Background: an optimization exercise with open tools, aiming at small area. Do not read the settings as production practice.
Function was checked by simulation only, so behaviour that the tests miss may differ from the original.
Power is estimated from default activity; no workload was simulated.

==> run a: inputs <==
Design rsc, start of the top module:
module rsc (
    input  wire       clk,
    input  wire       rst,
    input  wire [7:0] hb_addr,
    input  wire [7:0] hb_wdata,
    input  wire       hb_we,
    input  wire       hb_re,
    output wire [7:0] hb_rdata,
    output wire [3:0] cs_n,
    output wire       sclk,
    output wire       mosi,
    input  wire       miso,
    input  wire [3:0] rdy
);
Settings: LEC_CHECK=0, CAP_MARGIN=10, CORE_MARGIN=2, CORE_UTILIZATION=55, GPL_TIMING_DRIVEN=0, SETUP_SLACK_MARGIN=0.15, SLEW_MARGIN=10; clock period 10.0 ns.
standard.sh (not shown) runs the stock make flow with config.mk's settings and CLKGATE_MAP_FILE= SYNTH_SCRIPT=/design/flow/synth_recipe.tcl, a recipe that flattens the netlist after the stock synthesis.
==> flow/flow/run.sh <==
#!/bin/bash
# Layout flow: the standard flow (standard.sh) with these changes, none
# of which touches a register (the netlist keeps the standard synthesis's
# registers, names and cell types):
# - synthesis maps the DBUF read multiplexer (module rsc_rdmux of
#   rtl/rsc_spi.v) to a fixed gate netlist written by gen_rdmux.py (a222oi
#   gates and a NAND/NOR tree), which ABC does not find by itself;
# - the ABC script of synthesis maps for area instead of delay;
# - clock tree synthesis clusters more sinks per buffer (25 within 100 um),
#   with no dummy loads, for a smaller clock tree.
set -euo pipefail
HERE=$(pwd)

python3 "$HERE/flow/gen_rdmux.py" "$HERE/rdmux_cells.v" > "$HERE/gen_rdmux.log" 2>&1

# ORFS's synth.tcl with the read multiplexer replaced and the ABC script changed
sed -e "s#^\(\s*\)log_cmd abc {\*}\$abc_args#\1lset abc_args 1 $HERE/flow/abc_area.script\n\1log_cmd abc {*}\$abc_args#" \
    -e "s#^read_checkpoint .*1_1_yosys_canonicalize.rtlil\$#&\nread_verilog -overwrite $HERE/rdmux_cells.v#" \
    "$FLOW_HOME/scripts/synth.tcl" > "$HERE/synth_area.tcl"
grep -q "lset abc_args 1" "$HERE/synth_area.tcl"
grep -q "rdmux_cells.v" "$HERE/synth_area.tcl"

# The standard flow's synthesis script, sourcing the one above
sed "s#\$::env(SCRIPTS_DIR)/synth.tcl#$HERE/synth_area.tcl#" synth_recipe.tcl > "$HERE/synth_recipe_area.tcl"
grep -q "synth_area.tcl" "$HERE/synth_recipe_area.tcl"

# standard.sh with that synthesis script
sed "s#SYNTH_SCRIPT=[^ ]*#SYNTH_SCRIPT=$HERE/synth_recipe_area.tcl#" standard.sh > "$HERE/standard_area.sh"
grep -q "synth_recipe_area.tcl" "$HERE/standard_area.sh"

export CTS_ARGS="-sink_clustering_enable -repair_clock_nets -sink_clustering_size 25 -sink_clustering_max_diameter 100 -dont_use_dummy_load"

bash "$HERE/standard_area.sh" finish > "$HERE/flow_make.log" 2>&1
==> flow/flow/abc_area.script <==
&get -n
&st
&dch -f
&nf -p -R 1000 -F 8
&put
Other scripts of this flow, unchanged in this note and not shown: flow/flow/gen_rdmux.py
==> run b (differences from run a) <==
--- a/flow/design.v
+++ b/flow/design.v
@@ -79,30 +79,30 @@
     localparam [3:0] R_MISMATCH    = 4'h8;
     localparam [3:0] R_RX_EMPTY    = 4'h9;
     localparam [3:0] R_RX_FIFO_ERR = 4'hA;
     localparam [3:0] R_RX_OVERSIZE = 4'hB;
     localparam [3:0] R_RX_MALFORM  = 4'hC;
     localparam [4:0] S_IDLE   = 5'd0;
     localparam [4:0] S_CHECK  = 5'd1;
-    localparam [4:0] S_REG_W  = 5'd2;
-    localparam [4:0] S_REG_R  = 5'd3;
-    localparam [4:0] S_STROBE = 5'd4;
-    localparam [4:0] S_POLL   = 5'd5;
-    localparam [4:0] S_ACT    = 5'd6;
-    localparam [4:0] S_WAIT   = 5'd7;
-    localparam [4:0] S_TXCNT  = 5'd8;
-    localparam [4:0] S_SFTX   = 5'd9;
-    localparam [4:0] S_TXFIFO = 5'd10;
-    localparam [4:0] S_RXCNT  = 5'd11;
-    localparam [4:0] S_RXPOLL = 5'd12;
-    localparam [4:0] S_RXSFRX = 5'd13;
-    localparam [4:0] S_RXSRX  = 5'd14;
-    localparam [4:0] S_RXFIFO = 5'd15;
-    localparam [4:0] S_DF1    = 5'd16;
-    localparam [4:0] S_DF2    = 5'd17;
+    localparam [4:0] S_REG_W  = 5'd16;
+    localparam [4:0] S_REG_R  = 5'd17;
+    localparam [4:0] S_STROBE = 5'd22;
+    localparam [4:0] S_POLL   = 5'd23;
+    localparam [4:0] S_ACT    = 5'd24;
+    localparam [4:0] S_WAIT   = 5'd2;
+    localparam [4:0] S_TXCNT  = 5'd18;
+    localparam [4:0] S_SFTX   = 5'd25;
+    localparam [4:0] S_TXFIFO = 5'd20;
+    localparam [4:0] S_RXCNT  = 5'd19;
+    localparam [4:0] S_RXPOLL = 5'd26;
+    localparam [4:0] S_RXSFRX = 5'd27;
+    localparam [4:0] S_RXSRX  = 5'd28;
+    localparam [4:0] S_RXFIFO = 5'd21;
+    localparam [4:0] S_DF1    = 5'd3;
+    localparam [4:0] S_DF2    = 5'd4;
     reg [7:0] csr_cmd;
     reg [1:0] csr_mod;
     reg [7:0] csr_addr_hi;
     reg [7:0] csr_addr_lo;
     reg [7:0] csr_len;
     reg [7:0] csr_arg;
     reg [7:0] csr_max_polls;
@@ -122,14 +122,15 @@
     wire [3:0] asleep;
     reg [4:0]  state;
     reg [1:0]  seqt;       
     reg        flag;       
     reg        cs_low;
     reg        run;        
     reg [7:0]  shreg;      
+    reg        mosi_q;
     reg [12:0] cnt;
     wire [3:0] opcode = csr_cmd[3:0];
     wire [1:0] m      = csr_mod;
     wire [7:0] off    = csr_addr_lo;
     wire       is_ext = (csr_addr_hi == 8'h2F);
     wire       burst  = (csr_len > 8'd1);
     wire       st_busy = (state != S_IDLE);
@@ -146,21 +147,18 @@
     end
     wire [3:0] sk = csr_arg[3:0];
     wire [3:0] strobe_nib =
         (sk == 4'd0) ? 4'h0 : (sk == 4'd1) ? 4'h3 : (sk == 4'd2) ? 4'h4 :
         (sk == 4'd3) ? 4'h5 : (sk == 4'd4) ? 4'h1 : (sk == 4'd5) ? 4'h6 :
         (sk == 4'd6) ? 4'hA : (sk == 4'd7) ? 4'hB : (sk == 4'd8) ? 4'h9 : 4'hD;
     wire [3:0] target_nib = {1'b0, ~(seqt[1] & seqt[0]), ~(seqt[1] | seqt[0]), seqt[1]};
-    wire st_reg  = (state == S_REG_W) || (state == S_REG_R);
-    wire st_cnt  = (state == S_TXCNT) || (state == S_RXCNT);
-    wire st_fifo = (state == S_TXFIFO) || (state == S_RXFIFO);
-    wire st_txn  = st_reg || st_cnt || st_fifo ||
-                   (state == S_STROBE) || (state == S_POLL) || (state == S_ACT) ||
-                   (state == S_SFTX) || (state == S_RXPOLL) ||
-                   (state == S_RXSFRX) || (state == S_RXSRX);
+    wire st_reg  = (state[4:1] == 4'b1000);
+    wire st_cnt  = (state[4:1] == 4'b1001);
+    wire st_fifo = (state[4:1] == 4'b1010);
+    wire st_txn  = state[4];
     reg [7:0] hdr;
     always @(*) begin
         case (state)
             S_REG_W:  hdr = {1'b0, burst, is_ext ? 6'h2F : off[5:0]};
             S_REG_R:  hdr = {1'b1, burst, is_ext ? 6'h2F : off[5:0]};
             S_STROBE: hdr = {4'h3, strobe_nib};
             S_ACT:    hdr = (cur_state == 3'd6) ? 8'h3A :
@@ -172,33 +170,26 @@
             S_TXFIFO: hdr = 8'h7F;
             S_RXFIFO: hdr = 8'hFF;
             default:  hdr = 8'h3D;
         endcase
     end
     wire [1:0] b0 = st_fifo ? 2'b01 : (st_cnt || (st_reg && is_ext)) ? 2'b10 : 2'b11;
     wire [12:0] cnt_inc = cnt + 13'd1;
-    wire [7:0]  bcur    = cnt[11:4];       
-    wire [2:0]  bitn    = cnt[3:1];
-    wire        byte_end = run && cnt[0] && (bitn == 3'd7);
+    wire [7:0]  bcur    = cnt[12:5];       
+    wire [2:0]  bitn    = cnt[4:2];
+    wire        byte_end = run && (cnt[1:0] == 2'd3) && (bitn == 3'd7);
     wire        is_hdr  = bcur[7] && (bcur[1:0] == b0);
     wire [7:0]  rx      = {shreg[6:0], miso};
     wire [7:0] endv = (st_reg || (state == S_TXFIFO)) ? csr_len :
                       (state == S_RXFIFO) ? rx_count - 8'd2 :
                       st_cnt ? 8'd1 : 8'd0;
-    wire e_fin = run && !cnt[0] && (bitn == 3'd0) && (bcur == endv);
+    wire e_fin = run && (cnt[1:0] == 2'd0) && (bitn == 3'd0) && (bcur == endv);
     wire [7:0] dbuf_rd;
-    reg  [6:0] d_addr;
-    always @(*) begin
-        if (!st_busy)
-            d_addr = hb_addr[6:0];
-        else if (state == S_DF1 || state == S_DF2)
-            d_addr = rx_len[6:0];
-        else
-            d_addr = bcur[6:0];
-    end
+    wire [6:0] d_addr = st_busy ? bcur[6:0] : hb_addr[6:0];
+    wire [7:0] rxl_dec = rx_len - 8'd1;
     wire bc_m1 = bcur[7] && (bcur[1:0] == 2'b11);
     wire bc_m2 = bcur[7] && (bcur[1:0] == 2'b10);
     reg [7:0] outb;
     always @(*) begin
         outb = 8'h00;
         if (is_hdr)
             outb = hdr;
@@ -214,28 +205,28 @@
     end
     wire rdy_m = rdy[m];
     wire e_rdy = cs_low && !run;
     wire e_tmo = e_rdy && !rdy_m && cnt[10];
     wire d_we = st_busy ?
                 ((byte_end && !bcur[7] &&
                   ((state == S_REG_R && opcode != 4'd3) || state == S_RXFIFO)) ||
-                 (state == S_DF2)) :
+                 (state == S_DF1)) :
                 (hb_we && hb_addr[7]);
-    wire [7:0] d_wdata = rst ? 8'h00 : st_busy ? ((state == S_DF2) ? 8'h00 : rx) : hb_wdata;
+    wire [7:0] d_wdata = rst ? 8'h00 : st_busy ? ((state == S_DF1) ? 8'h00 : rx) : hb_wdata;
     rsc_spi u_dbuf (
         .clk  (clk),
         .rst  (rst),
         .addr (d_addr),
         .we   (d_we),
         .wdata(d_wdata),
         .rdata(dbuf_rd)
     );
     assign cs_n = cs_low ? ~(4'b0001 << m) : 4'b1111;
-    assign sclk = run && cnt[0];
-    assign mosi = outb[~bitn];
+    assign sclk = run && cnt[1];
+    assign mosi = mosi_q;
     reg [7:0] csr_rd;
     always @(*) begin
         case (hb_addr[4:0])
             5'h00: csr_rd = csr_cmd;
             5'h01: csr_rd = {6'd0, csr_mod};
             5'h02: csr_rd = csr_addr_hi;
             5'h03: csr_rd = csr_addr_lo;
@@ -289,21 +280,25 @@
             assign errcnt[gm]      = errcnt_q;
             assign asleep[gm]      = asleep_q;
         end
     endgenerate
     integer i;
     always @(posedge clk) begin
         if (!cs_low)
-            cnt <= (state == S_WAIT) ? cnt_inc : 13'd0;
+            cnt <= (state == S_WAIT || state == S_DF1) ? cnt_inc : 13'd0;
         else if (!run)
-            cnt <= rdy_m ? {1'b0, 6'b111111, b0, 4'b0000} : cnt_inc;
+            cnt <= rdy_m ? {6'b111111, b0, 5'b00000} : cnt_inc;
+        else if (e_fin)
+            cnt <= (state == S_RXFIFO) ? {rxl_dec, 5'b11111} : 13'd0;
         else
-            cnt <= e_fin ? 13'd0 : cnt_inc;
-        if (run && cnt[0])
+            cnt <= cnt_inc;
+        if (run && cnt[1:0] == 2'd3)
             shreg <= rx;
+        if (run && cnt[1:0] == 2'd0)
+            mosi_q <= outb[~bitn];
     end
     task finish;
         input [3:0] code;
         begin
             csr_result <= code;
             state      <= S_IDLE;
         end
@@ -430,21 +425,21 @@
                 S_WAIT: begin
                     if (cnt[12] && cnt[10]) begin
                         csr_last_polls <= csr_last_polls + 8'd1;
                         state          <= S_POLL;
                     end
                 end
                 S_DF1: begin
-                    rx_status2   <= dbuf_rd;
-                    rx_len       <= rx_len - 8'd1;
+                    rx_rssi      <= dbuf_rd;
                     rx_pkt_valid <= 1'b1;
                     state        <= S_DF2;
                 end
                 S_DF2: begin
-                    rx_rssi <= dbuf_rd;
+                    rx_status2 <= dbuf_rd;
+                    rx_len     <= rxl_dec;
                     finish(R_OK);
                 end
                 default: if (e_fin) begin
                     case (state)
                         S_REG_W: begin
                             if (opcode == 4'd3) state <= S_REG_R;
                             else finish(R_OK);
--- a/flow/flow/run.sh
+++ b/flow/flow/run.sh
@@ -4,14 +4,16 @@
 # registers, names and cell types):
 # - synthesis maps the DBUF read multiplexer (module rsc_rdmux of
 #   rtl/rsc_spi.v) to a fixed gate netlist written by gen_rdmux.py (a222oi
 #   gates and a NAND/NOR tree), which ABC does not find by itself;
 # - the ABC script of synthesis maps for area instead of delay;
 # - clock tree synthesis clusters more sinks per buffer (25 within 100 um),
 #   with no dummy loads, for a smaller clock tree.
+# - the buffer that every input and output port gets is buf_2 instead of the
+#   default clkdlybuf4s50_1: smaller and faster.
 set -euo pipefail
 HERE=$(pwd)
 
 python3 "$HERE/flow/gen_rdmux.py" "$HERE/rdmux_cells.v" > "$HERE/gen_rdmux.log" 2>&1
 
 # ORFS's synth.tcl with the read multiplexer replaced and the ABC script changed
 sed -e "s#^\(\s*\)log_cmd abc {\*}\$abc_args#\1lset abc_args 1 $HERE/flow/abc_area.script\n\1log_cmd abc {*}\$abc_args#" \
@@ -24,10 +26,11 @@
 sed "s#\$::env(SCRIPTS_DIR)/synth.tcl#$HERE/synth_area.tcl#" synth_recipe.tcl > "$HERE/synth_recipe_area.tcl"
 grep -q "synth_area.tcl" "$HERE/synth_recipe_area.tcl"
 
 # standard.sh with that synthesis script
 sed "s#SYNTH_SCRIPT=[^ ]*#SYNTH_SCRIPT=$HERE/synth_recipe_area.tcl#" standard.sh > "$HERE/standard_area.sh"
 grep -q "synth_recipe_area.tcl" "$HERE/standard_area.sh"
 
+export BUFFER_PORTS_ARGS="-buffer_cell sky130_fd_sc_hd__buf_2"
 export CTS_ARGS="-sink_clustering_enable -repair_clock_nets -sink_clustering_size 25 -sink_clustering_max_diameter 100 -dont_use_dummy_load"
 
 bash "$HERE/standard_area.sh" finish > "$HERE/flow_make.log" 2>&1
==> flow/flow/abc_area.script (replaced) <==
&get -n
&st
&dch -f
&nf -p -R 1000 -F 8
&st
&dch -f
&nf -p -R 1000 -F 8
&put
Settings changed: CAP_MARGIN 10 to 20, CORE_UTILIZATION 55 to 62, GPL_TIMING_DRIVEN 0 to 1, SETUP_SLACK_MARGIN 0.15 to 0.3, SLEW_MARGIN 10 to 20.
==> summary.txt <==
metric	run b	run a
Count of cells along the worst register-to-register path	18	19
Critical path arrival	7460 ps	7820 ps
Synth Area in Compound Gates	12.8%	12.4%
Outcome	complete, no violations	complete, no violations
Buffers excl. clock	113	139
Register area share after synthesis	75.0%	75.0%
Highest Signal Layer	met4	met5
TAP cells	978	1144
Worst setup path class	register to output port	input port to output port
Crit path launch type	register	input port
Detailed route wirelength on metal2	64700 um	66500 um
Power in sequential cells	7.48 mW	5.95 mW
Highest net fanout along the worst path	10	11
Total leakage power	16.5 nW	17.2 nW
Combinational gate power	2.87 mW	0.568 mW
Horizontal die dimension	281 um	298 um
Starting DRT DRC Count	6099	5739

## afterwards: timing with drivers on the ports
The results above use ideal ports. As a check the final layouts listed here were re-extracted and re-timed, cells and wires unchanged. Step 1 (the two cells are an assumption about what drives the block):
set clk [get_ports {clk}]
set_driving_cell -lib_cell sky130_fd_sc_hd__clkbuf_16 $clk
set_driving_cell -lib_cell sky130_fd_sc_hd__buf_2 [delete_from_list [all_inputs] $clk]
Step 2, shift: input delay + t, output delay - t, t = (earliest + latest rising clock arrival at the registers) / 2. This alone moves slack from input paths to output paths. Slacks: ideal ports / drivers / drivers and shift; pairs: ideal ports / drivers.
run	t (ns)	slack for setup (ns)	worst slew at a driven data input, ns
run a	0.706	0.181 / 0.149 / 0.149	0.05
run b	0.706	0.538 / 0.470 / 0.930	0.04
After both steps setup and hold are still met in every run listed. The setup slack of run a, which loses most, moves by -0.032 ns with the drivers and by -0.032 ns with both steps.
